Background: an optimization exercise with open tools, aiming at small area, a short achievable clock period and few clock cycles per item. Do not read the settings as production practice. In this exercise RTL edits were held to simulation tests only and were not proved equivalent to the original.

==> flow/design.v <==
module fp32_mul (
    input  wire        clk,
    input  wire [31:0] a,
    input  wire [31:0] b,
    output reg  [31:0] y
);
    wire        ea_z = (a[30:23] == 8'd0);
    wire        eb_z = (b[30:23] == 8'd0);
    wire        ea_m = (a[30:23] == 8'hFF);
    wire        eb_m = (b[30:23] == 8'hFF);
    wire        fa_z = (a[22:0] == 23'd0);
    wire        fb_z = (b[22:0] == 23'd0);
    wire a_zero = ea_z & fa_z;
    wire b_zero = eb_z & fb_z;
    wire a_sub  = ea_z & ~fa_z;
    wire b_sub  = eb_z & ~fb_z;
    wire a_inf  = ea_m & fa_z;
    wire b_inf  = eb_m & fb_z;
    wire a_nan  = ea_m & ~fa_z;
    wire b_nan  = eb_m & ~fb_z;
    wire is_nan  = a_nan | b_nan | (a_inf & b_zero) | (b_inf & a_zero);
    wire is_inf  = a_inf | b_inf;
    wire is_zero = a_zero | b_zero | (a_sub & b_sub);
    wire [23:0] ma = {~ea_z, a[22:0]};
    wire [23:0] mb = {~eb_z, b[22:0]};
    wire [9:0]  e0 = {2'b00, a[30:23]} + {2'b00, b[30:23]} + {9'd0, ea_z} + {9'd0, eb_z} - 10'd126;
    reg  [47:0] p_r;
    reg  [9:0]  e0_r;
    reg         s_r;
    reg  [1:0]  cls_r;    
    always @(posedge clk) begin
        p_r   <= ma * mb;
        e0_r  <= e0;
        s_r   <= a[31] ^ b[31];
        cls_r <= is_nan ? 2'd3 : is_inf ? 2'd2 : is_zero ? 2'd1 : 2'd0;
    end
    reg [4:0] lz;
    integer i;
    always @(*) begin
        lz = 5'd24;
        for (i = 23; i < 48; i = i + 1)
            if (p_r[i]) lz = 5'd47 - i[4:0];
    end
    wire signed [10:0] e0s   = {e0_r[9], e0_r};
    wire signed [10:0] enorm = e0s - $signed({6'd0, lz});
    wire        norm   = (enorm >= 11'sd1);
    wire        e0pos  = (e0s >= 11'sd1);
    wire [4:0]  shl    = norm ? lz : (e0pos ? (e0_r[4:0] - 5'd1) : 5'd0);
    wire [10:0] rsh    = 11'sd1 - e0s;
    wire [4:0]  shr    = (rsh > 11'd31) ? 5'd31 : rsh[4:0];
    wire [47:0] pl  = p_r << shl;
    wire [25:0] wl  = {pl[47:23], |pl[22:0]};
    wire [25:0] w0  = {p_r[47:23], |p_r[22:0]};
    wire [51:0] wx  = {w0, 26'd0} >> shr;
    wire [25:0] wr  = {wx[51:27], |wx[26:0]};
    wire [25:0] w   = e0pos ? wl : wr;
    wire [23:0] m24 = w[25:2];
    wire        g   = w[1];
    wire        st  = w[0];
    wire [7:0]  ef  = norm ? enorm[7:0] : 8'd0;
    wire        ovf = norm & (enorm >= 11'sd255);
    wire [30:0] pk  = {ef, m24[22:0]} + {30'd0, g & (st | m24[0])};
    always @(*) begin
        case (cls_r)
            2'd3:    y = 32'h7FC00000;
            2'd2:    y = {s_r, 8'hFF, 23'd0};
            2'd1:    y = {s_r, 31'd0};
            default: y = ovf ? {s_r, 8'hFF, 23'd0} : {s_r, pk};
        endcase
    end
endmodule
module fp32_add (
    input  wire        clk,
    input  wire [31:0] a,
    input  wire [31:0] b,
    input  wire        sub,
    output reg  [31:0] y
);
    wire [31:0] bb = {b[31] ^ sub, b[30:0]};
    wire a_em = (a[30:23] == 8'hFF);
    wire b_em = (bb[30:23] == 8'hFF);
    wire a_fz = (a[22:0] == 23'd0);
    wire b_fz = (bb[22:0] == 23'd0);
    wire a_inf = a_em & a_fz;
    wire b_inf = b_em & b_fz;
    wire a_nan = a_em & ~a_fz;
    wire b_nan = b_em & ~b_fz;
    wire        swap = (bb[30:0] > a[30:0]);
    wire [31:0] x = swap ? bb : a;
    wire [31:0] z = swap ? a : bb;
    wire        ae_z = (a[30:23] == 8'd0);
    wire        be_z = (bb[30:23] == 8'd0);
    wire [7:0]  ea = {a[30:24], a[23] | ae_z};
    wire [7:0]  eb = {bb[30:24], bb[23] | be_z};
    wire [7:0]  dab = ea - eb;
    wire [7:0]  dba = eb - ea;
    wire        xe_z = swap ? be_z : ae_z;
    wire        ze_z = swap ? ae_z : be_z;
    wire [7:0]  ex = swap ? eb : ea;
    wire [23:0] mx = {~xe_z, x[22:0]};
    wire [23:0] mz = {~ze_z, z[22:0]};
    wire [7:0]  d  = swap ? dba : dab;
    wire [50:0] tmp = {mz, 27'd0} >> ((d > 8'd26) ? 5'd27 : d[4:0]);
    wire [26:0] mz_al = {tmp[50:25], |tmp[24:0]};
    reg  [23:0] mx_r;
    reg  [26:0] mz_r;
    reg  [7:0]  ex_r;
    reg         sx_r, es_r, zs_r;
    reg  [1:0]  sp_r;    
    always @(posedge clk) begin
        mx_r <= mx;
        mz_r <= mz_al;
        ex_r <= ex;
        sx_r <= x[31];
        es_r <= x[31] ^ z[31];
        zs_r <= a[31] & bb[31];
        sp_r <= (a_nan | b_nan | (a_inf & b_inf & (a[31] ^ bb[31]))) ? 2'd3 :
                (a_inf | b_inf) ? 2'd2 : 2'd0;
    end
    wire [27:0] sum = es_r ? ({1'b0, mx_r, 3'b000} - {1'b0, mz_r})
                           : ({1'b0, mx_r, 3'b000} + {1'b0, mz_r});
    reg [4:0] lz;
    integer i;
    always @(*) begin
        lz = 5'd27;
        for (i = 0; i < 27; i = i + 1)
            if (sum[i]) lz = 5'd26 - i[4:0];
    end
    wire [7:0]  exm1 = ex_r - 8'd1;
    wire [4:0]  shl  = ({3'd0, lz} > exm1) ? exm1[4:0] : lz;
    reg  [27:0] sum_r;
    reg  [4:0]  shl_r;
    reg  [7:0]  ex2_r;
    reg         sx2_r, zs2_r, z2_r;
    reg  [1:0]  sp2_r;
    always @(posedge clk) begin
        sum_r <= sum;
        shl_r <= shl;
        ex2_r <= ex_r;
        sx2_r <= sx_r;
        zs2_r <= zs_r;
        z2_r  <= (sum == 28'd0);
        sp2_r <= sp_r;
    end
    reg  [26:0] r;
    reg  [8:0]  e_res;
    always @(*) begin
        if (sum_r[27]) begin
            r     = {sum_r[27:2], sum_r[1] | sum_r[0]};
            e_res = {1'b0, ex2_r} + 9'd1;
        end else begin
            r     = sum_r[26:0] << shl_r;
            e_res = {1'b0, ex2_r} - {4'd0, shl_r};
        end
    end
    wire [7:0]  ef = r[26] ? e_res[7:0] : 8'd0;
    wire        g  = r[2];
    wire        st = r[1] | r[0];
    wire [30:0] pk = {ef, r[25:3]} + {30'd0, g & (st | r[3])};
    always @(*) begin
        if (sp2_r == 2'd3)
            y = 32'h7FC00000;
        else if (sp2_r == 2'd2)
            y = {sx2_r, 8'hFF, 23'd0};
        else if (z2_r)
            y = {zs2_r, 31'd0};
        else if (e_res >= 9'd255)
            y = {sx2_r, 8'hFF, 23'd0};
        else
            y = {sx2_r, pk};
    end
endmodule
module eq_biquad3 (
    input  wire        clk,
    input  wire        rst,         
    input  wire        coef_we,
    input  wire [3:0]  coef_addr,
    input  wire [31:0] coef_wdata,
    input  wire        clear,
    input  wire        in_valid,
    output wire        in_ready,
    input  wire [31:0] in_data,
    output reg         out_valid,
    output wire [31:0] out_data
);
    reg [31:0] coef [0:14];
    reg [31:0] s1 [0:2];
    reg [31:0] s2 [0:2];
    reg [31:0] xr;        
    reg [31:0] dr;        
    reg [31:0] ob;        
    reg [31:0] cr;        
    reg [31:0] mr;        
    reg [31:0] p1r;       
    reg [31:0] p2r;       
    reg [31:0] tr;        
    reg        w_en;
    reg [3:0]  w_addr;
    reg [31:0] w_data;
    reg        rst_d, clr_d;
    reg [3:0]  ph;
    reg        va, vb;    
    reg        xfull;     
    reg        xbusy;     
    reg [7:0]  sel_a;     
    reg        sel_bt;    
    reg        sel_sub;
    wire busy   = va | vb;
    wire accept = in_valid & ~xfull & ~xbusy;
    assign in_ready = ~(xfull | xbusy);
    assign out_data = dr;
    wire       wrap    = busy & (ph == 4'd14);
    wire       start   = busy ? (wrap & (xfull | accept)) : accept;
    wire       va_next = clear ? 1'b0 : (wrap | ~busy) ? start : va;
    wire       vb_next = clear ? 1'b0 : wrap ? va : vb;
    wire [3:0] ph_next = (busy & ~wrap & ~clear) ? ph + 4'd1 : 4'd0;
    function [3:0] cidx;
        input [3:0] p;
        case (p)
            4'd0:  cidx = 4'd0;    
            4'd1:  cidx = 4'd13;   
            4'd2:  cidx = 4'd14;   
            4'd3:  cidx = 4'd2;    
            4'd4:  cidx = 4'd1;    
            4'd5:  cidx = 4'd5;    
            4'd6:  cidx = 4'd3;    
            4'd7:  cidx = 4'd4;    
            4'd8:  cidx = 4'd7;    
            4'd9:  cidx = 4'd6;    
            4'd10: cidx = 4'd10;   
            4'd11: cidx = 4'd8;    
            4'd12: cidx = 4'd9;    
            4'd13: cidx = 4'd12;   
            default: cidx = 4'd11;  
        endcase
    endfunction
    wire [3:0] cnext = (busy & ~wrap) ? cidx(ph + 4'd1) : 4'd0;
    wire [31:0] mul_y;
    fp32_mul u_mul (.clk(clk), .a(cr), .b(ob), .y(mul_y));
    wire [31:0] add_a = ({32{sel_a[0]}} & s1[0]) | ({32{sel_a[1]}} & s1[1]) |
                        ({32{sel_a[2]}} & s1[2]) | ({32{sel_a[3]}} & s2[0]) |
                        ({32{sel_a[4]}} & s2[1]) | ({32{sel_a[5]}} & s2[2]) |
                        ({32{sel_a[6]}} & p1r)   | ({32{sel_a[7]}} & p2r);
    wire [31:0] add_b = sel_bt ? tr : mr;
    wire [31:0] add_y;
    fp32_add u_add (.clk(clk), .a(add_a), .b(add_b), .sub(sel_sub), .y(add_y));
    wire wr_d   = (ph == 4'd4) | (ph == 4'd9) | (ph == 4'd14);
    wire wr_t   = (ph == 4'd10) | (ph == 4'd0) | (ph == 4'd5);
    wire wr_p2  = (ph == 4'd4) | (ph == 4'd9) | (ph == 4'd14);
    wire wr_p1  = (ph == 4'd5) | (ph == 4'd10) | (ph == 4'd0);
    wire wr_s20 = va & (ph == 4'd11);
    wire wr_s21 = vb & (ph == 4'd1);
    wire wr_s22 = vb & (ph == 4'd6);
    wire wr_s10 = va & (ph == 4'd13);
    wire wr_s11 = vb & (ph == 4'd3);
    wire wr_s12 = vb & (ph == 4'd8);
    wire zap    = rst_d | clr_d;
    wire ux_next = (ph_next == 4'd0) | (ph_next == 4'd3) | (ph_next == 4'd4);
    wire ob_add  = (ph == 4'd4) | (ph == 4'd9);    
    function [31:0] coef_rst;
        input [3:0] i;
        case (i)
            4'd0:  coef_rst = 32'h3F7ED167;
            4'd1:  coef_rst = 32'hBFFED167;
            4'd2:  coef_rst = 32'h3F7ED167;
            4'd3:  coef_rst = 32'hBFFED0B4;
            4'd4:  coef_rst = 32'h3F7DA433;
            4'd5:  coef_rst = 32'h3C9255D1;
            4'd6:  coef_rst = 32'h3D1255D1;
            4'd7:  coef_rst = 32'h3C9255D1;
            4'd8:  coef_rst = 32'hBFCB4187;
            4'd9:  coef_rst = 32'h3F28CDC7;
            4'd10: coef_rst = 32'h3F824FC8;
            4'd11: coef_rst = 32'hBFF9344E;
            4'd12: coef_rst = 32'h3F721608;
            4'd13: coef_rst = 32'hBFF9344E;
            default: coef_rst = 32'h3F76B59A;
        endcase
    endfunction
    integer k;
    always @(posedge clk) begin
        w_en   <= coef_we & ~rst & (coef_addr != 4'd15);
        w_addr <= coef_addr;
        w_data <= coef_wdata;
        rst_d  <= rst;
        clr_d  <= clear;
        for (k = 0; k < 15; k = k + 1)
            if (rst_d || (w_en && w_addr == k))
                coef[k] <= rst_d ? coef_rst(k[3:0]) : w_data;
        if (rst_d)
            cr <= coef_rst(4'd0);
        else if (w_en && w_addr == cnext)
            cr <= w_data;
        else
            cr <= coef[cnext];
        if (zap | wr_s10) s1[0] <= zap ? 32'd0 : add_y;
        if (zap | wr_s11) s1[1] <= zap ? 32'd0 : add_y;
        if (zap | wr_s12) s1[2] <= zap ? 32'd0 : add_y;
        if (zap | wr_s20) s2[0] <= zap ? 32'd0 : add_y;
        if (zap | wr_s21) s2[1] <= zap ? 32'd0 : add_y;
        if (zap | wr_s22) s2[2] <= zap ? 32'd0 : add_y;
        if (accept) xr <= in_data;
        if (wr_d)   dr <= add_y;
        if (wr_t)   tr <= add_y;
        mr <= mul_y;
        if (wr_p1)  p1r <= mul_y;
        if (wr_p2)  p2r <= mul_y;
        if (ob_add)
            ob <= add_y;
        else if (ux_next)
            ob <= accept ? in_data : xr;
        else
            ob <= dr;
        sel_a[0] <= (ph_next == 4'd2);
        sel_a[1] <= (ph_next == 4'd7);
        sel_a[2] <= (ph_next == 4'd12);
        sel_a[3] <= (ph_next == 4'd11);
        sel_a[4] <= (ph_next == 4'd1);
        sel_a[5] <= (ph_next == 4'd6);
        sel_a[6] <= (ph_next == 4'd8) | (ph_next == 4'd13) | (ph_next == 4'd3);
        sel_a[7] <= (ph_next == 4'd9) | (ph_next == 4'd14) | (ph_next == 4'd4);
        sel_bt   <= (ph_next == 4'd11) | (ph_next == 4'd1) | (ph_next == 4'd6);
        sel_sub  <= (ph_next == 4'd8) | (ph_next == 4'd13) | (ph_next == 4'd3) |
                    (ph_next == 4'd9) | (ph_next == 4'd14) | (ph_next == 4'd4);
        if (rst) begin
            ph        <= 4'd0;
            va        <= 1'b0;
            vb        <= 1'b0;
            xfull     <= 1'b0;
            xbusy     <= 1'b0;
            out_valid <= 1'b0;
        end else begin
            ph        <= ph_next;
            va        <= va_next;
            vb        <= vb_next;
            out_valid <= vb & (ph == 4'd3);
            if (start)
                xfull <= 1'b0;
            else if (accept)
                xfull <= 1'b1;
            if (start)
                xbusy <= 1'b1;
            else if (va & (ph == 4'd4))
                xbusy <= 1'b0;
        end
    end
endmodule
==> flow/run.sh <==
#!/bin/bash
# synth_recipe.tcl (not shown) runs the flow's synth.tcl, then flattens the netlist and writes it again
# the make line also repeats each setting of config.mk as NAME=value (left out here)
make -C /OpenROAD-flow-scripts/flow DESIGN_CONFIG=/design/flow/config.mk WORK_HOME=/design/flow/orfs CLKGATE_MAP_FILE= SYNTH_SCRIPT=/design/flow/synth_recipe.tcl finish
==> flow/config.mk <==
export PLATFORM = sky130hd
export DESIGN_NAME = eq_biquad3
export DESIGN_NICKNAME = eq_biquad3
export VERILOG_FILES = /design/flow/design.v
export SDC_FILE = /design/flow/constraint.sdc
export NUM_CORES = 4
export LEC_CHECK = 0
export CAP_MARGIN = 20
export CORE_MARGIN = 2
export CORE_UTILIZATION = 40
export PLACE_DENSITY = 0.6
export SLEW_MARGIN = 20
==> flow/constraint.sdc <==
create_clock -name core_clock -period 22.0 [get_ports {clk}]
set_input_delay 4.4000 -clock core_clock [delete_from_list [all_inputs] [get_ports {clk}]]
set_output_delay 4.4000 -clock core_clock [all_outputs]
set_load 0.01 [all_outputs]
==> metrics.yaml, run 1 <==
status: "no timing/DRC/antenna violations"
netlist_instances: 7005
cp_data_arrival_time_ps: 9660
slew_violations: 0
port_buffers: 106
yosysWarnings: 7
rr_worst_depth: 25
layout_min_cycle_time_ps: 9156
boundaryPins: 107
startpoint_type: "register"
async_flop_share: 0
rows: 157
grt_max_degree: 75
hold_path.startpoint: "u_add.sp_r[1]"
grt_pass1_vias: 55380
place.gp.congestion: 0.9666
min_path_type: "register to register"
skew_ps: 70.24
crit_end: "p2r[23]"
fp.dieW_um: 433.9
wire_per_inst_um: 26.02
cts_tree: "yes"
regToRegEndpoint: "p2r[23]"
drc: 0
synth-edff-count: 800
post_cts_buffers: 0
seq_area_frac_synth: 0.4216
htree_num_levels: 3
antenna_found_initial: 15
dp.cells: 9338
detailed_place_hpwl_um: 175700
grt_first_pass_wirelength_um: 367200
cts.reportedPaths.clkPinSlew_ps: 60
place_area_mm2: 0.07809
postRouteAntennaNets: 0
routed_wl_um: 249200
worst_pin_slew_ps: 1098
crit_type: "register to register"
hold_viol_final: 0
vias: 56430
avgSynthCellArea_um2: 10.55
period_share: 0.4162
cts-root-buf: "clkbuf_16"
dr.pass1.iters: 6
cts_resized: 0
cpMaxStageDelayCell: "or4_1"
relSlewSlack: 0.2601
track_usage: 0.2613
clock.fmax_mhz: 109.2
rrSetupSlack_ps: 12840
start_util: 0.4034
tns_ps: 0
fp.dieArea_mm2: 0.1883
synthFlopType: "edfxtp_1"
crit_path_start: "u_mul.p_r[34]"
layout-drive-gt1-share: 0.08428
ys_types: 106
syn-num-nets: 7872
cp_common_cell: "buf_4"
ys_ff_latch: 1157
syn_to_final_growth_pct: 11.37
core_area_mm2: 0.1833
viasPerCell: 5.892
fin_area_mm2: 0.08234
stdcell_count: 9577
clock-sinks: 1157
insertion_delay_ps: 800
cts_hold_buffers: 0
worstSetupEndpointType: "register"
grt_overflow: 0
max-cap-violations: 0
cp_max_fo: 41
synth_area_mm2: 0.07394
rsz0062_at_grt: "no"
worst_ep_required_time_ps: 22500
setup_viol_count_final: 0
cts_buffers: 121
dieHeight_um: 433.9
drt_iter0_markers: 5678
regToRegStartpoint: "u_mul.p_r[34]"
clk_path_buf_depth: 3
nets: 7865
crit_path_max_incr_delay_ps: 640
==> per-layer routing <==
layer | share of wire | vias to the layer above | global-route usage
li1 | - | 24910 | -
met1 | 0.41 | 28510 | 0.3473
met2 | 0.47 | 2524 | 0.4321
met3 | 0.078 | 483 | 0.03681
met4 | 0.041 | 2 | 0.09995
met5 | 0.000052 | - | 0
==> layout make-up <==
cell class                 count  area [um2]
tap                         2464        3083
sequential                  1157       31180
fill                       17090      100900
clock inverter                70       820.8
multi-input combinational   4759       38980
inverter                     696        2613
clock buffer                 162        3398
timing repair buffer         263        2247
antenna                        6       15.01
==> state kept, by name, summed over array words and instances, names as in the netlist, 48 cells and up <==
register / count
u_mul.p_r: 48
s1: 96
coef: 480
s2: 96
==> worst min path at each step <==
stage / end / slack, ps / cells past startpoint
final: u_add.sp2_r[1] / 330 / 0
after CTS: u_add.sp2_r[1] / 330 / 0
after global placement: u_add.sp2_r[1] / 310 / 0
after floorplan: u_add.sp2_r[0] / 310 / 0
after detailed placement: u_add.sx2_r / 310 / 0
after global routing: u_add.zs2_r / 330 / 0
==> through the flow <==
step / utilization / hold WS [ps] / setup slack [ps]
final: 0.4493 / 330.0 / 12840
after global routing: 0.4492 / 331.7 / 12500
after CTS: 0.4491 / 330.5 / 12970
after detailed placement: 0.4261 / 314.7 / 12990
after global placement: 0.4260 / 311.8 / 13040
after floorplan: - / 309.6 / 14110
==> kinds of logic after synthesis <==
kind of cell	after synthesis	synth area share
xor gates and xnor gates	135	0.01599
DFF	1157	0.4216
adders and majority gates	794	0.1840
AOI/OAI and AO/OA	1383	0.1307
and+or+nand+nor	2105	0.1394
buffers and inverters	1089	0.05674
muxes	342	0.05153
==> synth_stat cells (all sizes together), types with 40 or more instances <==
| library cell | number | area share |
|---|---|---|
| nor2b | 84 | 0.0071 |
| edfxtp | 800 | 0.32 |
| a221oi | 49 | 0.0060 |
| xor2 | 40 | 0.0047 |
| mux2 | 60 | 0.0092 |
| nand2 | 734 | 0.037 |
| a211oi | 72 | 0.0074 |
| buf | 56 | 0.0043 |
| a22oi | 254 | 0.026 |
| inv | 692 | 0.035 |
| a21o | 49 | 0.0050 |
| a31oi | 60 | 0.0051 |
| nand3 | 141 | 0.0095 |
| fa | 489 | 0.13 |
| xnor2 | 95 | 0.011 |
| nor4 | 58 | 0.0054 |
| a222oi | 47 | 0.0064 |
| a21oi | 284 | 0.019 |
| nor3 | 122 | 0.0083 |
| mux2i | 258 | 0.035 |
| o22ai | 52 | 0.0045 |
| nand4 | 92 | 0.0079 |
| nor2 | 384 | 0.019 |
| clkbuf | 337 | 0.017 |
| dfxtp | 357 | 0.097 |
| o21ai | 185 | 0.013 |
| and2 | 242 | 0.020 |
| or2 | 64 | 0.0054 |
| ha | 305 | 0.052 |
==> worst max-delay path, delay by kind of cell, from the launching register on <==
kind	cells	cell delay, ps
adders and majority gates	2	420
muxes	2	530
buffers and inverters	3	1160
AOI/OAI and AO/OA	13	4240
DFF	1	540
and+or+nand+nor	5	1900
==> placed cells by master (no fill, tap or decap), drive strengths merged, types with 29 or more instances in the layout <==
cell / Yosys / final
a211oi: 72 / 72
a21o: 49 / 49
a21oi: 284 / 284
a221oi: 49 / 49
a222oi: 47 / 47
a22oi: 254 / 254
a31oi: 60 / 60
and2: 242 / 242
and4: 29 / 29
buf: 56 / 156
clkbuf: 337 / 163
clkdlybuf4s50: 0 / 106
clkinv: 4 / 42
dfxtp: 357 / 357
edfxtp: 800 / 800
fa: 489 / 489
ha: 305 / 305
inv: 692 / 707
mux2: 60 / 60
mux2i: 258 / 258
nand2: 734 / 734
nand2b: 39 / 39
nand3: 141 / 141
nand4: 92 / 92
nor2: 384 / 384
nor2b: 84 / 84
nor3: 122 / 122
nor4: 58 / 58
o211ai: 29 / 29
o21a: 29 / 29
o21ai: 185 / 185
o21bai: 34 / 34
o22ai: 52 / 52
or2: 64 / 64
or3: 38 / 38
xnor2: 95 / 95
xor2: 40 / 40
Testbench counts, summed over its fixed seeds: cycles 123,264, items 8,192.
==> inputs of run 2 (changes only) <==
--- a/flow/design.v
+++ b/flow/design.v
@@ -24,22 +24,24 @@
     wire [23:0] ma = {~ea_z, a[22:0]};
     wire [23:0] mb = {~eb_z, b[22:0]};
     wire [9:0]  e0 = {2'b00, a[30:23]} + {2'b00, b[30:23]} + {9'd0, ea_z} + {9'd0, eb_z} - 10'd126;
-    reg  [47:0] p_r;
+    reg  [35:0] pl_r, ph_r;
     reg  [9:0]  e0_r;
     reg         s_r;
     reg  [1:0]  cls_r;    
     always @(posedge clk) begin
-        p_r   <= ma * mb;
+        pl_r  <= ma * mb[11:0];
+        ph_r  <= ma * mb[23:12];
         e0_r  <= e0;
         s_r   <= a[31] ^ b[31];
         cls_r <= is_nan ? 2'd3 : is_inf ? 2'd2 : is_zero ? 2'd1 : 2'd0;
     end
+    wire [47:0] prod = {ph_r, 12'd0} + {12'd0, pl_r};
     reg [4:0] lz;
     integer i;
     always @(*) begin
         lz = 5'd24;
         for (i = 23; i < 48; i = i + 1)
-            if (p_r[i]) lz = 5'd47 - i[4:0];
+            if (prod[i]) lz = 5'd47 - i[4:0];
     end
     wire signed [10:0] e0s   = {e0_r[9], e0_r};
     wire signed [10:0] enorm = e0s - $signed({6'd0, lz});
@@ -48,24 +50,37 @@
     wire [4:0]  shl    = norm ? lz : (e0pos ? (e0_r[4:0] - 5'd1) : 5'd0);
     wire [10:0] rsh    = 11'sd1 - e0s;
     wire [4:0]  shr    = (rsh > 11'd31) ? 5'd31 : rsh[4:0];
-    wire [47:0] pl  = p_r << shl;
+    reg  [47:0] p2_r;
+    reg  [4:0]  shl_r, shr_r;
+    reg         e0pos_r, ovf_r, s2_r;
+    reg  [7:0]  ef_r;
+    reg  [1:0]  cls2_r;
+    always @(posedge clk) begin
+        p2_r    <= prod;
+        shl_r   <= shl;
+        shr_r   <= shr;
+        e0pos_r <= e0pos;
+        ef_r    <= norm ? enorm[7:0] : 8'd0;
+        ovf_r   <= norm & (enorm >= 11'sd255);
+        s2_r    <= s_r;
+        cls2_r  <= cls_r;
+    end
+    wire [47:0] pl  = p2_r << shl_r;
     wire [25:0] wl  = {pl[47:23], |pl[22:0]};
-    wire [25:0] w0  = {p_r[47:23], |p_r[22:0]};
-    wire [51:0] wx  = {w0, 26'd0} >> shr;
+    wire [25:0] w0  = {p2_r[47:23], |p2_r[22:0]};
+    wire [51:0] wx  = {w0, 26'd0} >> shr_r;
     wire [25:0] wr  = {wx[51:27], |wx[26:0]};
-    wire [25:0] w   = e0pos ? wl : wr;
+    wire [25:0] w   = e0pos_r ? wl : wr;
     wire [23:0] m24 = w[25:2];
     wire        g   = w[1];
     wire        st  = w[0];
-    wire [7:0]  ef  = norm ? enorm[7:0] : 8'd0;
-    wire        ovf = norm & (enorm >= 11'sd255);
-    wire [30:0] pk  = {ef, m24[22:0]} + {30'd0, g & (st | m24[0])};
+    wire [30:0] pk  = {ef_r, m24[22:0]} + {30'd0, g & (st | m24[0])};
     always @(*) begin
-        case (cls_r)
+        case (cls2_r)
             2'd3:    y = 32'h7FC00000;
-            2'd2:    y = {s_r, 8'hFF, 23'd0};
-            2'd1:    y = {s_r, 31'd0};
-            default: y = ovf ? {s_r, 8'hFF, 23'd0} : {s_r, pk};
+            2'd2:    y = {s2_r, 8'hFF, 23'd0};
+            2'd1:    y = {s2_r, 31'd0};
+            default: y = ovf_r ? {s2_r, 8'hFF, 23'd0} : {s2_r, pk};
         endcase
     end
 endmodule
@@ -100,8 +115,14 @@
     wire [23:0] mx = {~xe_z, x[22:0]};
     wire [23:0] mz = {~ze_z, z[22:0]};
     wire [7:0]  d  = swap ? dba : dab;
-    wire [50:0] tmp = {mz, 27'd0} >> ((d > 8'd26) ? 5'd27 : d[4:0]);
-    wire [26:0] mz_al = {tmp[50:25], |tmp[24:0]};
+    wire [4:0]  sh = (d > 8'd26) ? 5'd27 : d[4:0];
+    wire [25:0] mz_hi = {mz, 2'b00} >> sh;
+    reg  [23:0] smask;
+    integer j;
+    always @(*)
+        for (j = 0; j < 24; j = j + 1)
+            smask[j] = (j + 3 <= sh);
+    wire [26:0] mz_al = {mz_hi, |(mz & smask)};
     reg  [23:0] mx_r;
     reg  [26:0] mz_r;
     reg  [7:0]  ex_r;
@@ -218,20 +239,20 @@
         input [3:0] p;
         case (p)
             4'd0:  cidx = 4'd0;    
-            4'd1:  cidx = 4'd13;   
-            4'd2:  cidx = 4'd14;   
-            4'd3:  cidx = 4'd2;    
+            4'd1:  cidx = 4'd11;   
+            4'd2:  cidx = 4'd12;   
+            4'd3:  cidx = 4'd13;   
             4'd4:  cidx = 4'd1;    
-            4'd5:  cidx = 4'd5;    
-            4'd6:  cidx = 4'd3;    
-            4'd7:  cidx = 4'd4;    
-            4'd8:  cidx = 4'd7;    
-            4'd9:  cidx = 4'd6;    
-            4'd10: cidx = 4'd10;   
-            4'd11: cidx = 4'd8;    
-            4'd12: cidx = 4'd9;    
-            4'd13: cidx = 4'd12;   
-            default: cidx = 4'd11;  
+            4'd5:  cidx = 4'd14;   
+            4'd6:  cidx = 4'd5;    
+            4'd7:  cidx = 4'd3;    
+            4'd8:  cidx = 4'd2;    
+            4'd9:  cidx = 4'd4;    
+            4'd10: cidx = 4'd6;    
+            4'd11: cidx = 4'd7;    
+            4'd12: cidx = 4'd10;   
+            4'd13: cidx = 4'd8;    
+            default: cidx = 4'd9;  
         endcase
     endfunction
     wire [3:0] cnext = (busy & ~wrap) ? cidx(ph + 4'd1) : 4'd0;
@@ -244,19 +265,20 @@
     wire [31:0] add_b = sel_bt ? tr : mr;
     wire [31:0] add_y;
     fp32_add u_add (.clk(clk), .a(add_a), .b(add_b), .sub(sel_sub), .y(add_y));
-    wire wr_d   = (ph == 4'd4) | (ph == 4'd9) | (ph == 4'd14);
-    wire wr_t   = (ph == 4'd10) | (ph == 4'd0) | (ph == 4'd5);
-    wire wr_p2  = (ph == 4'd4) | (ph == 4'd9) | (ph == 4'd14);
-    wire wr_p1  = (ph == 4'd5) | (ph == 4'd10) | (ph == 4'd0);
-    wire wr_s20 = va & (ph == 4'd11);
-    wire wr_s21 = vb & (ph == 4'd1);
-    wire wr_s22 = vb & (ph == 4'd6);
-    wire wr_s10 = va & (ph == 4'd13);
-    wire wr_s11 = vb & (ph == 4'd3);
-    wire wr_s12 = vb & (ph == 4'd8);
+    wire wr_d   = (ph == 4'd2) | (ph == 4'd5) | (ph == 4'd11);
+    wire wr_t   = (ph == 4'd3) | (ph == 4'd8) | (ph == 4'd13);
+    wire wr_p1  = (ph == 4'd3) | (ph == 4'd6) | (ph == 4'd12);
+    wire wr_p2  = (ph == 4'd4) | (ph == 4'd10) | (ph == 4'd13);
+    wire wr_m   = ~(wr_p1 | wr_p2 | (ph == 4'd10));
+    wire wr_s20 = va & (ph == 4'd14);
+    wire wr_s21 = vb & (ph == 4'd4);
+    wire wr_s22 = vb & (ph == 4'd10);
+    wire wr_s10 = vb & (ph == 4'd1);
+    wire wr_s11 = vb & (ph == 4'd6);
+    wire wr_s12 = vb & (ph == 4'd12);
     wire zap    = rst_d | clr_d;
-    wire ux_next = (ph_next == 4'd0) | (ph_next == 4'd3) | (ph_next == 4'd4);
-    wire ob_add  = (ph == 4'd4) | (ph == 4'd9);    
+    wire ux_next = (ph_next == 4'd0) | (ph_next == 4'd4) | (ph_next == 4'd8);
+    wire ob_add  = (ph == 4'd2) | (ph == 4'd5) | (ph == 4'd11);    
     function [31:0] coef_rst;
         input [3:0] i;
         case (i)
@@ -299,29 +321,29 @@
         if (zap | wr_s20) s2[0] <= zap ? 32'd0 : add_y;
         if (zap | wr_s21) s2[1] <= zap ? 32'd0 : add_y;
         if (zap | wr_s22) s2[2] <= zap ? 32'd0 : add_y;
-        if (accept) xr <= in_data;
+        if (in_ready) xr <= in_data;
         if (wr_d)   dr <= add_y;
         if (wr_t)   tr <= add_y;
-        mr <= mul_y;
+        if (wr_m)   mr <= mul_y;
         if (wr_p1)  p1r <= mul_y;
         if (wr_p2)  p2r <= mul_y;
         if (ob_add)
             ob <= add_y;
         else if (ux_next)
-            ob <= accept ? in_data : xr;
+            ob <= in_ready ? in_data : xr;
         else
             ob <= dr;
-        sel_a[0] <= (ph_next == 4'd2);
-        sel_a[1] <= (ph_next == 4'd7);
-        sel_a[2] <= (ph_next == 4'd12);
-        sel_a[3] <= (ph_next == 4'd11);
-        sel_a[4] <= (ph_next == 4'd1);
-        sel_a[5] <= (ph_next == 4'd6);
-        sel_a[6] <= (ph_next == 4'd8) | (ph_next == 4'd13) | (ph_next == 4'd3);
-        sel_a[7] <= (ph_next == 4'd9) | (ph_next == 4'd14) | (ph_next == 4'd4);
-        sel_bt   <= (ph_next == 4'd11) | (ph_next == 4'd1) | (ph_next == 4'd6);
-        sel_sub  <= (ph_next == 4'd8) | (ph_next == 4'd13) | (ph_next == 4'd3) |
-                    (ph_next == 4'd9) | (ph_next == 4'd14) | (ph_next == 4'd4);
+        sel_a[0] <= (ph_next == 4'd3);
+        sel_a[1] <= (ph_next == 4'd9);
+        sel_a[2] <= (ph_next == 4'd0);
+        sel_a[3] <= (ph_next == 4'd14);
+        sel_a[4] <= (ph_next == 4'd4);
+        sel_a[5] <= (ph_next == 4'd10);
+        sel_a[6] <= (ph_next == 4'd1) | (ph_next == 4'd6) | (ph_next == 4'd11);
+        sel_a[7] <= (ph_next == 4'd2) | (ph_next == 4'd8) | (ph_next == 4'd12);
+        sel_bt   <= (ph_next == 4'd4) | (ph_next == 4'd10) | (ph_next == 4'd14);
+        sel_sub  <= (ph_next == 4'd1) | (ph_next == 4'd6) | (ph_next == 4'd11) |
+                    (ph_next == 4'd2) | (ph_next == 4'd8) | (ph_next == 4'd12);
         if (rst) begin
             ph        <= 4'd0;
             va        <= 1'b0;
@@ -333,14 +355,14 @@
             ph        <= ph_next;
             va        <= va_next;
             vb        <= vb_next;
-            out_valid <= vb & (ph == 4'd3);
+            out_valid <= vb & (ph == 4'd4);
             if (start)
                 xfull <= 1'b0;
             else if (accept)
                 xfull <= 1'b1;
             if (start)
                 xbusy <= 1'b1;
-            else if (va & (ph == 4'd4))
+            else if (va & (ph == 4'd8))
                 xbusy <= 1'b0;
         end
     end
==> run 2 against run 1 <==
  * Global-route usage fell by 2.1 points
  * Maximum frequency rose by 17%
  * Setup slack improved by 1300 ps
  * Core utilization fell by 0.085 points
  * Wire length fell by 6.5%
  * Die area rose by 2.2%
  * Critical path type unchanged
  * Critical endpoint is now u_mul.shl_r[0]
  * Largest cell class unchanged
  * Highest routed layer unchanged
==> metrics.yaml, run 2 <==
yosysTopAreaCellShare: 0.3305
skew_ps: 48.14
layout_commonest_cell: "edfxtp_1"
crit_path_max_incr_delay_ps: 820
boundaryPins: 107
async_flop_share: 0
worst_pin_slew_ps: 1094
htree_num_levels: 4
setup_viol_count_final: 0
hold_path.startpoint: "u_mul.s_r"
avgSynthCellArea_um2: 10.91
post_cts_buffers: 0
layout_common_cells: "edfxtp_1, nand2_1, inv_1, fa_1, dfxtp_1"
synth-edff-count: 832
max-cap-violations: 0
yosysWarnings: 7
cts-root-buf: "clkbuf_16"
clk_path_buf_depth: 3
slew_violations: 0
detailed_place_hpwl_um: 157900
viasPerCell: 5.781
synth_common_cells: "edfxtp_1, nand2_1, inv_1, fa_1, dfxtp_1"
dr.pass1.iters: 19
insertion_delay_ps: 800
path_buf_inv: 2
period_share: 0.3558
layout_min_cycle_time_ps: 7829
worstSetupEndpointType: "register"
cp_data_arrival_time_ps: 8480
drc: 0
cts_resized: 0
relSlewSlack: 0.2705
start_util: 0.4025
syn_to_final_growth_pct: 11.41
hold-path-endpoint: "u_mul.s2_r"
ys_types: 107
cts_tree: "yes"
grt_first_pass_wirelength_um: 350000
port_buffers: 106
layout-drive-gt1-share: 0.09293
grt_pass1_vias: 55470
core_area_mm2: 0.1878
grt_max_degree: 72
antenna_found_initial: 9
rows: 159
rr_worst_depth: 27
wire_per_inst_um: 24.41
synth_area_mm2: 0.07559
postRouteAntennaNets: 0
tns_ps: 0
hold_viol_final: 0
cts_buffers: 136
rsz0062_at_grt: "no"
syn-num-nets: 7750
synthFlopType: "edfxtp_1"
largest_reg_flops: 480
grt_use_met1: 0.3065
fp.dieArea_mm2: 0.1925
seq_area_frac_synth: 0.4418
nets: 7757
critical-path-top-delay-family: "compound AO/OA/AOI/OAI gates"
regToRegEndpoint: "u_mul.shl_r[0]"
rrSetupSlack_ps: 14170
clock.fmax_mhz: 127.7
min_path_type: "register to register"
cts.reportedPaths.clkPinSlew_ps: 60
use_met2: 0.4025
routed_wl_um: 233000
crit_type: "register to register"
top_regs: "coef: 480 flops, s1: 96 flops, s2: 96 flops"
top_register: "coef"
synthTopCellsByArea: "edfxtp_1, fa_1, dfxtp_1"
netlist_instances: 6927
track_usage: 0.2402
place.gp.congestion: 0.9255
final_core_util: 0.4484
status: "no timing/DRC/antenna violations"
fp.dieW_um: 438.7
drt_iter0_markers: 5152
startpoint_type: "register"
ys_ff_latch: 1252
grt_overflow: 0
whs_ps: 321.7
yosysTopAreaCell: "edfxtp_1"
cp_max_fo: 12
worst_ep_required_time_ps: 22660
clock-sinks: 1252
regToRegStartpoint: "u_mul.ph_r[0]"
cpMaxStageDelayCell: "a221oi_1"
whs_path_depth: 0
cts_hold_buffers: 0
dieHeight_um: 438.7
cp.depth: 27
vias: 55180
use_met3: 0.03433
top_usage_layer: "met2"
synthMostInstantiatedCell: "edfxtp_1"
-- run 2: cell types whose count changed after synthesis, moves of 42 or more --
| cell | delta |
|---|---|
| xnor2_1 | +55 |
| dfxtp_1 | +63 |
| and2_1 | -44 |
| a22oi_1 | +58 |
| mux2i_1 | -109 |
| o21ai_0 | +42 |
| mux4_2 | +90 |
-- run 2: worst register-to-register path, cell delays in order, from the launching register on --
cell and delay [ps]:
dfxtp_1 310, ha_1 220, fa_1 400, a21o_1 170
a21oi_1 250, o21ai_1 170, a31oi_1 440, a211oi_1 180
or2_2 320, a31oi_1 340, nor3_1 110, a2111oi_0 600
o221a_2 310, o22ai_1 80, a221oi_1 820, ha_1 290
inv_1 70, fa_1 420, a21o_1 200, a21oi_1 220
inv_1 60, a21oi_1 350, xor2_1 140, nor2_1 120
a22oi_1 80, nor4_1 280, a21o_1 380, mux2_2 380
-- run 2: how the worst max path moves through the flow --
stage               slack [ps]              to     startpoint
global placement         14020  u_mul.shl_r[0]  u_mul.ph_r[0]
floorplan                15740  u_mul.ph_r[33]         ob[15]
global route             13560  u_mul.shl_r[0]  u_mul.ph_r[0]
finish                   14170  u_mul.shl_r[0]  u_mul.ph_r[0]
detailed placement       14040  u_mul.shl_r[0]  u_mul.ph_r[0]
CTS                      14000  u_mul.shl_r[0]  u_mul.ph_r[0]
-- run 2: cell type report --
cell class / instances / area (um2)
clock inverters: 58 / 778.2
clock buffers: 194 / 3777
inverters: 680 / 2552
flip-flops and latches: 1252 / 33400
repair buffers: 247 / 2132
fillers: 17390 / 103600
well taps: 2495 / 3122
diodes: 2 / 5.005
multi-input cells: 4617 / 38440
-- run 2: stage by stage --
step	instance area (um2)	cells	worst slack, ps
3_3_place_gp	79620	9290	14020
5_1_grt	84210	9544	13560
4_1_cts	84180	9542	14000
2_1_floorplan	75590	6927	15740
6_report	84210	9545	14170
3_5_place_dp	79620	9290	14040
-- run 2: routing by layer --
layer | wire (um) | up-vias
li1 | - | 24600
met1 | 92350 | 27730
met2 | 112200 | 2370
met3 | 16780 | 478
met4 | 11650 | 2
met5 | 13 | -
-- run 2: cell families (layout without fill, tap and decap cells) --
logic type      after synthesis  after routing  share of synthesized area
simple gates               1972           1972                     0.1249
compound gates             1338           1338                     0.1196
flops                      1252           1252                     0.4418
buf+inv                    1058           1179                    0.05449
fa+ha+maj                   750            750                     0.1686
mux                         334            334                    0.06449
xor+xnor                    223            223                    0.02614
other cells                   0              2                          0
Testbench counts of run 2, summed over its fixed seeds: cycles 123,328, items 8,192.
==> inputs of run 3 (changes only) <==
==> flow/config.mk (replaced) <==
export PLATFORM = sky130hd
export DESIGN_NAME = eq_biquad3
export DESIGN_NICKNAME = eq_biquad3
export VERILOG_FILES = /design/flow/design.v
export SDC_FILE = /design/flow/constraint.sdc
export NUM_CORES = 4
export LEC_CHECK = 0
export CAP_MARGIN = 50
export CORE_MARGIN = 2
export CORE_UTILIZATION = 55
export PLACE_DENSITY = 0.72
export SLEW_MARGIN = 60
==> run 3 against run 2 <==
  * Still clean
  * Synthesized cell count is the same
  * Global-route usage grew 8.0 points
  * Wire length shrank 3.1%
  * Worst hold slack lost 18 ps
  * Register-to-register slack gained 580 ps
  * Critical path type unchanged
==> metrics.yaml, run 3 <==
status: "no timing/DRC/antenna violations"
start_util: 0.5518
cts_tree: "yes"
synthFlopType: "edfxtp_1"
tns_ps: 0
syn-num-nets: 7750
relSlewSlack: 0.5798
yosysWarnings: 7
insertion_delay_ps: 810
vias: 55840
synth-edff-count: 832
period_share: 0.3293
async_flop_share: 0
critical-path-top-delay-family: "compound AO/OA/AOI/OAI gates"
layout_common_cells: "edfxtp_1, nand2_1, inv_1, fa_1, dfxtp_1"
multi_input_area_mm2: 0.03886
startpoint_type: "register"
whs_ps: 303.8
routed_wl_um: 225700
drt_iter0_markers: 6079
hold_viol_final: 0
worstSetupEndpointType: "register"
layout-drive-gt1-share: 0.1079
top_regs: "coef: 480 flops, s1: 96 flops, s2: 96 flops"
nets: 7772
worst_ep_required_time_ps: 22660
cts-root-buf: "clkbuf_16"
place_area_mm2: 0.07945
dieHeight_um: 374.7
wire_per_inst_um: 25.48
clock-sinks: 1252
crit_type: "register to register"
cp_max_fo: 12
crit_path_max_incr_delay_ps: 540
grt_overflow: 0
cts_buffers: 121
grt_pass1_vias: 56060
grt_first_pass_wirelength_um: 341300
worst_pin_slew_ps: 612.7
cts.reportedPaths.clkPinSlew_ps: 60
fin_area_mm2: 0.08391
yosysTopAreaCellShare: 0.3305
synthTopCellsByArea: "edfxtp_1, fa_1, dfxtp_1"
viasPerCell: 6.305
min_path_type: "register to register"
htree_num_levels: 3
detailed_place_hpwl_um: 155700
layout_commonest_cell: "edfxtp_1"
largest_reg_flops: 480
fp.dieW_um: 374.7
port_buffers: 106
synthMostInstantiatedCell: "edfxtp_1"
setup_viol_count_final: 0
top_register: "coef"
boundaryPins: 107
cp_data_arrival_time_ps: 7900
rows: 136
ys_types: 107
syn_to_final_growth_pct: 11.01
cts_hold_buffers: 0
slew_violations: 0
grt_max_degree: 72
core_area_mm2: 0.1370
clock.fmax_mhz: 138.0
synth_area_mm2: 0.07559
layout_min_cycle_time_ps: 7245
antenna_found_initial: 8
place.gp.congestion: 0.9671
path_buf_inv: 3
seq_area_frac_synth: 0.4418
dr.pass1.iters: 6
skew_ps: 77.01
max-cap-violations: 0
drc: 0
netlist_instances: 6927
ys_ff_latch: 1252
track_usage: 0.3198
cts_resized: 0
post_cts_buffers: 0
cpMaxStageDelayCell: "a2111oi_1"
yosysTopAreaCell: "edfxtp_1"
postRouteAntennaNets: 0
avgSynthCellArea_um2: 10.91
fp.dieArea_mm2: 0.1404
synth_common_cells: "edfxtp_1, nand2_1, inv_1, fa_1, dfxtp_1"
clk_path_buf_depth: 3
ff_latch_area_mm2: 0.03342
num-fill-cells: 10840
final_core_util: 0.6126
rsz0062_at_grt: "no"
run 3: cell counts after synthesis:
No cell type changed its count.
run 3: path summary, 6_finish.rpt:
path | startpoint | to | slack [ps] | cells after the start
worst max-delay path | u_mul.ph_r[0] | u_mul.shl_r[0] | 14750 | 28
worst min register to register | u_mul.pl_r[10] | u_mul.p2_r[10] | 300 | 0
worst max register to register | u_mul.ph_r[0] | u_mul.shl_r[0] | 14750 | 28
worst min-delay path | u_mul.pl_r[10] | u_mul.p2_r[10] | 300 | 0
run 3: final cells by class:
| class | count | area share |
|---|---|---|
| Multi-Input combinational cell | 4617 | 0.4631 |
| Sequential cell | 1252 | 0.3983 |
| Clock buffer | 180 | 0.04257 |
| Timing Repair Buffer | 277 | 0.03134 |
| Inverter | 680 | 0.03046 |
| Tap cell | 1794 | 0.02675 |
| Clock inverter | 50 | 0.007277 |
| Antenna cell | 6 | 0.0001789 |
run 3: metal layers:
metal	GRT usage	vias up	wire [um]
li1	-	24600	-
met4	0.1735	4	13400
met1	0.4083	27620	84680
met5	0	-	26
met2	0.5263	2996	107500
met3	0.04856	618	20000
run 3: cells by family (layout without fill, tap and decap cells):
family | Yosys count | in the layout | share of synthesized area
compound gates | 1338 | 1338 | 0.1196
xor+xnor | 223 | 223 | 0.02614
fa+ha+maj | 750 | 750 | 0.1686
buf+inv | 1058 | 1187 | 0.05449
flops | 1252 | 1252 | 0.4418
mux | 334 | 334 | 0.06449
other cells | 0 | 6 | 0
simple gates | 1972 | 1972 | 0.1249
run 3: metrics by stage:
step | cells | setup slack, ps
after floorplan | 6927 | 15740
after global placement | 8589 | 14140
after detailed placement | 8614 | 14710
after CTS | 8844 | 14690
after global routing | 8852 | 14330
final | 8856 | 14750
run 3: worst register-to-register path: cells and delay by family, from the launching register on:
family | cells | cell delay, ps
AO/OA/AOI/OAI | 15 | 3940
adder cells (fa/ha/maj) | 4 | 1210
AND/OR/NAND/NOR | 4 | 880
multiplexers | 1 | 380
buffers and inverters | 3 | 350
flip-flops | 1 | 300
XOR/XNOR | 1 | 120
==> inputs of run 4 (changes only) <==
--- a/flow/design.v
+++ b/flow/design.v
@@ -1,19 +1,19 @@
 module fp32_mul (
     input  wire        clk,
     input  wire [31:0] a,
+    input  wire        ha,
     input  wire [31:0] b,
+    input  wire        hb,
     output reg  [31:0] y
 );
-    wire        ea_z = (a[30:23] == 8'd0);
-    wire        eb_z = (b[30:23] == 8'd0);
     wire        ea_m = (a[30:23] == 8'hFF);
     wire        eb_m = (b[30:23] == 8'hFF);
     wire        fa_z = (a[22:0] == 23'd0);
     wire        fb_z = (b[22:0] == 23'd0);
-    wire a_zero = ea_z & fa_z;
-    wire b_zero = eb_z & fb_z;
-    wire a_sub  = ea_z & ~fa_z;
-    wire b_sub  = eb_z & ~fb_z;
+    wire a_zero = ~ha & fa_z;
+    wire b_zero = ~hb & fb_z;
+    wire a_sub  = ~ha & ~fa_z;
+    wire b_sub  = ~hb & ~fb_z;
     wire a_inf  = ea_m & fa_z;
     wire b_inf  = eb_m & fb_z;
     wire a_nan  = ea_m & ~fa_z;
@@ -21,56 +21,75 @@
     wire is_nan  = a_nan | b_nan | (a_inf & b_zero) | (b_inf & a_zero);
     wire is_inf  = a_inf | b_inf;
     wire is_zero = a_zero | b_zero | (a_sub & b_sub);
-    wire [23:0] ma = {~ea_z, a[22:0]};
-    wire [23:0] mb = {~eb_z, b[22:0]};
-    wire [9:0]  e0 = {2'b00, a[30:23]} + {2'b00, b[30:23]} + {9'd0, ea_z} + {9'd0, eb_z} - 10'd126;
-    reg  [35:0] pl_r, ph_r;
-    reg  [9:0]  e0_r;
+    wire [23:0] ma = {ha, a[22:0]};
+    wire [23:0] mb = {hb, b[22:0]};
+    reg [4:0] la, lb;
+    integer i;
+    always @(*) begin
+        la = 5'd23;
+        lb = 5'd23;
+        for (i = 0; i < 24; i = i + 1) begin
+            if (ma[i]) la = 5'd23 - i[4:0];
+            if (mb[i]) lb = 5'd23 - i[4:0];
+        end
+    end
+    wire [5:0]  L  = {1'b0, la} + {1'b0, lb};
+    wire signed [10:0] e0 = {3'b000, a[30:23]} + {3'b000, b[30:23]} + {10'd0, ~ha} + {10'd0, ~hb} - 11'sd126;
+    wire signed [10:0] e1 = e0 - $signed({5'd0, L});
+    wire signed [10:0] e1m = e1 - 11'sd1;
+    wire [10:0] rsh = 11'sd1 - e0;
+    reg  [31:0] q0_r, q1_r, q2_r;
+    reg  [5:0]  L_r, L1_r;
+    reg  [7:0]  e1_r, e1m_r;
+    reg         n1_r, n2_r, o1_r, o2_r;
+    reg         e0pos_r;
+    reg  [4:0]  e0m1_r, shr1_r;
     reg         s_r;
     reg  [1:0]  cls_r;    
     always @(posedge clk) begin
-        pl_r  <= ma * mb[11:0];
-        ph_r  <= ma * mb[23:12];
-        e0_r  <= e0;
-        s_r   <= a[31] ^ b[31];
-        cls_r <= is_nan ? 2'd3 : is_inf ? 2'd2 : is_zero ? 2'd1 : 2'd0;
-    end
-    wire [47:0] prod = {ph_r, 12'd0} + {12'd0, pl_r};
-    reg [4:0] lz;
-    integer i;
-    always @(*) begin
-        lz = 5'd24;
-        for (i = 23; i < 48; i = i + 1)
-            if (prod[i]) lz = 5'd47 - i[4:0];
+        q0_r    <= ma * mb[7:0];
+        q1_r    <= ma * mb[15:8];
+        q2_r    <= ma * mb[23:16];
+        L_r     <= (L > 6'd24) ? 6'd24 : L;
+        L1_r    <= (L > 6'd24) ? 6'd25 : L + 6'd1;
+        e1_r    <= e1[7:0];
+        e1m_r   <= e1m[7:0];
+        n1_r    <= (e1 >= 11'sd1);
+        n2_r    <= (e1 >= 11'sd2);
+        o1_r    <= (e1 >= 11'sd255);
+        o2_r    <= (e1 >= 11'sd256);
+        e0pos_r <= (e0 >= 11'sd1);
+        e0m1_r  <= e0[4:0] - 5'd1;
+        shr1_r  <= (e0 >= 11'sd1) ? 5'd0 : (rsh > 11'd31) ? 5'd31 : rsh[4:0];
+        s_r     <= a[31] ^ b[31];
+        cls_r   <= is_nan ? 2'd3 : is_inf ? 2'd2 : is_zero ? 2'd1 : 2'd0;
     end
-    wire signed [10:0] e0s   = {e0_r[9], e0_r};
-    wire signed [10:0] enorm = e0s - $signed({6'd0, lz});
-    wire        norm   = (enorm >= 11'sd1);
-    wire        e0pos  = (e0s >= 11'sd1);
-    wire [4:0]  shl    = norm ? lz : (e0pos ? (e0_r[4:0] - 5'd1) : 5'd0);
-    wire [10:0] rsh    = 11'sd1 - e0s;
-    wire [4:0]  shr    = (rsh > 11'd31) ? 5'd31 : rsh[4:0];
+    wire [47:0] prod = {q2_r, 16'd0} + {8'd0, q1_r, 8'd0} + {16'd0, q0_r};
+    wire [24:0] ptop = prod[47:23];
+    wire        top  = ptop[5'd24 - L_r[4:0]];    
+    wire        norm = top ? n1_r : n2_r;
+    wire [4:0]  shl  = norm ? (top ? L_r[4:0] : L1_r[4:0]) : (e0pos_r ? e0m1_r : 5'd0);
     reg  [47:0] p2_r;
     reg  [4:0]  shl_r, shr_r;
-    reg         e0pos_r, ovf_r, s2_r;
+    reg         e0pos2_r, ovf_r, s2_r;
     reg  [7:0]  ef_r;
     reg  [1:0]  cls2_r;
     always @(posedge clk) begin
-        p2_r    <= prod;
-        shl_r   <= shl;
-        shr_r   <= shr;
-        e0pos_r <= e0pos;
-        ef_r    <= norm ? enorm[7:0] : 8'd0;
-        ovf_r   <= norm & (enorm >= 11'sd255);
-        s2_r    <= s_r;
-        cls2_r  <= cls_r;
+        p2_r     <= prod;
+        shl_r    <= shl;
+        shr_r    <= shr1_r;
+        e0pos2_r <= e0pos_r;
+        ef_r     <= norm ? (top ? e1_r : e1m_r) : 8'd0;
+        ovf_r    <= norm & (top ? o1_r : o2_r);
+        s2_r     <= s_r;
+        cls2_r   <= cls_r;
     end
     wire [47:0] pl  = p2_r << shl_r;
     wire [25:0] wl  = {pl[47:23], |pl[22:0]};
     wire [25:0] w0  = {p2_r[47:23], |p2_r[22:0]};
     wire [51:0] wx  = {w0, 26'd0} >> shr_r;
     wire [25:0] wr  = {wx[51:27], |wx[26:0]};
-    wire [25:0] w   = e0pos_r ? wl : wr;
+    wire [25:0] w   = e0pos2_r ? wl : wr;
     wire [23:0] m24 = w[25:2];
     wire        g   = w[1];
     wire        st  = w[0];
@@ -199,7 +218,7 @@
     input  wire [31:0] coef_wdata,
     input  wire        clear,
     input  wire        in_valid,
-    output wire        in_ready,
+    output reg         in_ready,
     input  wire [31:0] in_data,
     output reg         out_valid,
     output wire [31:0] out_data
@@ -210,7 +229,9 @@
     reg [31:0] xr;        
     reg [31:0] dr;        
     reg [31:0] ob;        
+    reg        ob_h;      
     reg [31:0] cr;        
+    reg        cr_h;      
     reg [31:0] mr;        
     reg [31:0] p1r;       
     reg [31:0] p2r;       
@@ -227,14 +248,13 @@
     reg        sel_bt;    
     reg        sel_sub;
     wire busy   = va | vb;
-    wire accept = in_valid & ~xfull & ~xbusy;
-    assign in_ready = ~(xfull | xbusy);
+    wire accept = in_valid & in_ready;    
     assign out_data = dr;
     wire       wrap    = busy & (ph == 4'd14);
     wire       start   = busy ? (wrap & (xfull | accept)) : accept;
     wire       va_next = clear ? 1'b0 : (wrap | ~busy) ? start : va;
     wire       vb_next = clear ? 1'b0 : wrap ? va : vb;
-    wire [3:0] ph_next = (busy & ~wrap & ~clear) ? ph + 4'd1 : 4'd0;
+    wire [3:0] ph_next = (busy & ~wrap) ? ph + 4'd1 : 4'd0;
     function [3:0] cidx;
         input [3:0] p;
         case (p)
@@ -257,7 +277,7 @@
     endfunction
     wire [3:0] cnext = (busy & ~wrap) ? cidx(ph + 4'd1) : 4'd0;
     wire [31:0] mul_y;
-    fp32_mul u_mul (.clk(clk), .a(cr), .b(ob), .y(mul_y));
+    fp32_mul u_mul (.clk(clk), .a(cr), .ha(cr_h), .b(ob), .hb(ob_h), .y(mul_y));
     wire [31:0] add_a = ({32{sel_a[0]}} & s1[0]) | ({32{sel_a[1]}} & s1[1]) |
                         ({32{sel_a[2]}} & s1[2]) | ({32{sel_a[3]}} & s2[0]) |
                         ({32{sel_a[4]}} & s2[1]) | ({32{sel_a[5]}} & s2[2]) |
@@ -299,6 +319,11 @@
             default: coef_rst = 32'h3F76B59A;
         endcase
     endfunction
+    wire xfull_next = start ? 1'b0 : (accept | xfull);
+    wire xbusy_next = start ? 1'b1 : (xbusy & ~(va & (ph == 4'd8)));
+    wire [31:0] cr_next = rst_d ? coef_rst(4'd0) :
+                          (w_en && w_addr == cnext) ? w_data : coef[cnext];
+    wire [31:0] ob_next = ob_add ? add_y : ux_next ? (in_ready ? in_data : xr) : dr;
     integer k;
     always @(posedge clk) begin
         w_en   <= coef_we & ~rst & (coef_addr != 4'd15);
@@ -309,12 +334,8 @@
         for (k = 0; k < 15; k = k + 1)
             if (rst_d || (w_en && w_addr == k))
                 coef[k] <= rst_d ? coef_rst(k[3:0]) : w_data;
-        if (rst_d)
-            cr <= coef_rst(4'd0);
-        else if (w_en && w_addr == cnext)
-            cr <= w_data;
-        else
-            cr <= coef[cnext];
+        cr   <= cr_next;
+        cr_h <= |cr_next[30:23];
         if (zap | wr_s10) s1[0] <= zap ? 32'd0 : add_y;
         if (zap | wr_s11) s1[1] <= zap ? 32'd0 : add_y;
         if (zap | wr_s12) s1[2] <= zap ? 32'd0 : add_y;
@@ -327,12 +348,8 @@
         if (wr_m)   mr <= mul_y;
         if (wr_p1)  p1r <= mul_y;
         if (wr_p2)  p2r <= mul_y;
-        if (ob_add)
-            ob <= add_y;
-        else if (ux_next)
-            ob <= in_ready ? in_data : xr;
-        else
-            ob <= dr;
+        ob   <= ob_next;
+        ob_h <= |ob_next[30:23];
         sel_a[0] <= (ph_next == 4'd3);
         sel_a[1] <= (ph_next == 4'd9);
         sel_a[2] <= (ph_next == 4'd0);
@@ -350,20 +367,16 @@
             vb        <= 1'b0;
             xfull     <= 1'b0;
             xbusy     <= 1'b0;
+            in_ready  <= 1'b1;
             out_valid <= 1'b0;
         end else begin
             ph        <= ph_next;
             va        <= va_next;
             vb        <= vb_next;
             out_valid <= vb & (ph == 4'd4);
-            if (start)
-                xfull <= 1'b0;
-            else if (accept)
-                xfull <= 1'b1;
-            if (start)
-                xbusy <= 1'b1;
-            else if (va & (ph == 4'd8))
-                xbusy <= 1'b0;
+            xfull    <= xfull_next;
+            xbusy    <= xbusy_next;
+            in_ready <= ~(xfull_next | xbusy_next);
         end
     end
 endmodule
==> flow/config.mk (replaced) <==
export PLATFORM = sky130hd
export DESIGN_NAME = eq_biquad3
export DESIGN_NICKNAME = eq_biquad3
export VERILOG_FILES = /design/flow/design.v
export SDC_FILE = /design/flow/constraint.sdc
export NUM_CORES = 4
export LEC_CHECK = 0
export CAP_MARGIN = 20
export CORE_MARGIN = 2
export CORE_UTILIZATION = 40
export PLACE_DENSITY = 0.6
export SLEW_MARGIN = 20
==> run 4 against run 3 <==
  * Critical endpoint is now u_add.mz_r[1]
  * Wire length increased by 9.2%
  * Flip-flop and latch count up 58
  * Register-to-register slack got worse by 300 ps
  * Final cell count increased by 12%
  * Maximum frequency shrank 4.0%
  * Highest routed layer unchanged
  * Sequential share of layout area decreased by 0.64 points
  * Critical path type unchanged
  * Synthesized area rose by 4.2%
==> metrics.yaml, run 4 <==
synthFlopType: "edfxtp_1"
drc: 0
crit_type: "register to register"
postRouteAntennaNets: 0
avgSynthCellArea_um2: 10.99
cts_hold_buffers: 0
cpMaxStageDelayCell: "dfxtp_2"
preCtsSetupSlack_ps: 14660
period_share: 0.3430
start_util: 0.4032
synth_compound_area_frac: 0.1185
synth_top_family_by_area: "adder cells"
yosys.area_share.simple: 0.1292
grt_max_degree: 64
vias: 57440
startpoint_type: "register"
setup_viol_count_final: 0
boundaryPins: 107
synthAdderAreaFrac: 0.1627
synthTopCellsByArea: "edfxtp_1, dfxtp_1, fa_1"
relSlewSlack: 0.1265
min_path_type: "register to register"
path_buf_inv: 1
synth-edff-count: 832
yosysWarnings: 6
clk_path_buf_depth: 3
top_regs: "coef: 480 flops, s1: 96 flops, s2: 96 flops"
routed_wl_um: 246400
cp_max_fo: 32
insertion_delay_ps: 820
synthMuxAreaShare: 0.07418
async_flop_share: 0
rows: 162
skew_ps: 66.00
slew_violations: 0
worst_pin_slew_ps: 1296
syn_to_final_growth_pct: 11.94
grt_first_pass_wirelength_um: 368100
seq_area_frac_synth: 0.4386
post_cts_buffers: 0
rsz0062_at_grt: "no"
crit_chain: "mux2i_1, inv_1, ha_1, nand4_1, or4_1, or4_4, o31ai_1, nand3_4, mux2i_1, xnor2_1, and3_1, nand2_1, mux4_2, mux2_2, mux2_2, a211oi_2"
setup_ws_ps: 14450
ys_ff_latch: 1310
synth-xor-area-share: 0.02911
nets: 8014
worst_ep_required_time_ps: 22680
largest_reg_flops: 480
clock.fmax_mhz: 132.5
dieHeight_um: 447.8
worstSetupEndpointType: "register"
viasPerCell: 5.790
cts-root-buf: "clkbuf_16"
synth_area_mm2: 0.07879
cts_buffers: 143
syn-num-nets: 8011
wire_per_inst_um: 24.84
critical-path-top-delay-family: "simple AND/OR/NAND/NOR gates"
dr.pass1.iters: 6
layout_common_cells: "edfxtp_1, nand2_1, inv_1, dfxtp_1, fa_1"
layout_min_cycle_time_ps: 7546
synthMostInstantiatedCell: "edfxtp_1"
synth_common_cells: "edfxtp_1, nand2_1, inv_1, dfxtp_1, nor2_1"
clock-sinks: 1310
top_register: "coef"
port_buffers: 106
crit_path_max_incr_delay_ps: 1010
cp_data_arrival_time_ps: 8230
core_area_mm2: 0.1954
yosysTopAreaCell: "edfxtp_1"
antenna_found_initial: 6
yosysTopAreaCellShare: 0.3171
grt_overflow: 0
ys_types: 96
fp.dieW_um: 447.8
hold_viol_final: 0
place.gp.congestion: 0.9368
fp.dieArea_mm2: 0.2005
layout-drive-gt1-share: 0.1010
netlist_instances: 7170
detailed_place_hpwl_um: 168400
num-fill-cells: 18150
max-cap-violations: 0
layout_commonest_cell: "edfxtp_1"
grt_pass1_vias: 57890
status: "no timing/DRC/antenna violations"
htree_num_levels: 4
cts_resized: 0
cts.reportedPaths.clkPinSlew_ps: 60
tns_ps: 0
track_usage: 0.2441
cts_tree: "yes"
drt_iter0_markers: 5465
run 4: changes by cell type after synthesis, moves of 28 or more:
cell,before,now
dfxtp_1,420,478
or2_2,43,71
and2_1,198,268
ha_1,302,347
o21ai_0,226,164
inv_1,677,593
mux2i_1,148,191
xnor2_1,150,187
nor2_1,348,423
nand2_1,755,647
run 4: stage by stage:
| step | util | hold WS, ps | area (um2) | instances |
|---|---|---|---|---|
| floorplan | - | 309.6 | 78790 | 7170 |
| global placement | 0.4252 | 311.8 | 83080 | 9652 |
| detailed placement | 0.4252 | 312.1 | 83080 | 9652 |
| CTS | 0.4513 | 309.6 | 88190 | 9918 |
| global route | 0.4514 | 319.5 | 88190 | 9920 |
| finish | 0.4514 | 312.7 | 88190 | 9920 |
run 4: cell families (layout without fill, tap and decap cells):
family                   Yosys count  after routing
XOR/XNOR                         261            261
adder cells (fa/ha/maj)          773            773
AND/OR/NAND/NOR                 2068           2068
AO/OA/AOI/OAI                   1364           1364
flip-flops                      1310           1310
other                              0              2
buffers and inverters            991           1115
multiplexers                     403            403
run 4: layout make-up:
cell class                 count  area, um2  area share
multi-input combinational   4869      40840      0.4631
sequential                  1310      34560      0.3919
clock buffer                 179       3869     0.04387
tap                         2624       3283     0.03723
inverter                     600       2253     0.02555
timing repair buffer         249       2135     0.02420
clock inverter                87       1245     0.01412
antenna                        2      5.005  0.00005675
run 4: layer usage:
metal	GRT usage	vias up	wire (um)
met2	0.4060	2535	117000
met5	0	-	33
met1	0.3136	28770	98930
met4	0.1132	6	12390
met3	0.03572	522	18020
li1	-	25610	-
run 4: final timing paths:
kind                       from             end  slack (ps)  cells past startpoint
setup / recovery         sel_bt   u_add.mz_r[1]       14450                     16
hold / removal    u_add.sp_r[1]  u_add.sp2_r[1]         310                      0
setup reg to reg         sel_bt   u_add.mz_r[1]       14450                     16
hold reg to reg   u_add.sp_r[1]  u_add.sp2_r[1]         310                      0
run 4: worst register-to-register path: stages (launching register included):
cell      delay, ps
dfxtp_2        1010
mux2i_1         600
inv_1           160
ha_1            360
nand4_1         150
or4_1           580
or4_4           450
o31ai_1         130
nand3_4         440
mux2i_1         260
xnor2_1         450
and3_1          850
nand2_1         700
mux4_2          490
mux2_2          290
mux2_2          280
a211oi_2        210
Testbench counts of run 4, summed over its fixed seeds: cycles 123,328, items 8,192.

## what the ideal ports hide
Ports are ideal in the flow. The routed layouts listed here were re-timed in OpenROAD.
Step 1: set_driving_cell puts a clkbuf_16 on clk and a buf_2 on each other input, an assumption about the parent block.
Step 2 moves the port delays by t, midway between the first and last clock arrival at a register: inputs arrive t later, outputs are due t later. That takes back most of the time a late clock gives input paths.
Slacks: no drivers / after step 1 / after step 2; pairs: no drivers / after step 1.
run | shift t [ns] | slack for setup (ns) | worst setup path after step 2 | worst register clock-pin slew, ns | pins driven straight from the clock port
run 1 | 0.845 | 12.844 / 12.844 / 12.844 | register to register | 0.08 / 0.08 | 1
run 2 | 0.862 | 14.171 / 14.171 / 14.171 | register to register | 0.07 / 0.07 | 1
run 3 | 0.839 | 14.755 / 14.755 / 14.755 | register to register | 0.07 / 0.07 | 1
run 4 | 0.873 | 14.455 / 14.455 / 14.455 | register to register | 0.07 / 0.07 | 1
After both steps every run listed still meets setup and hold.
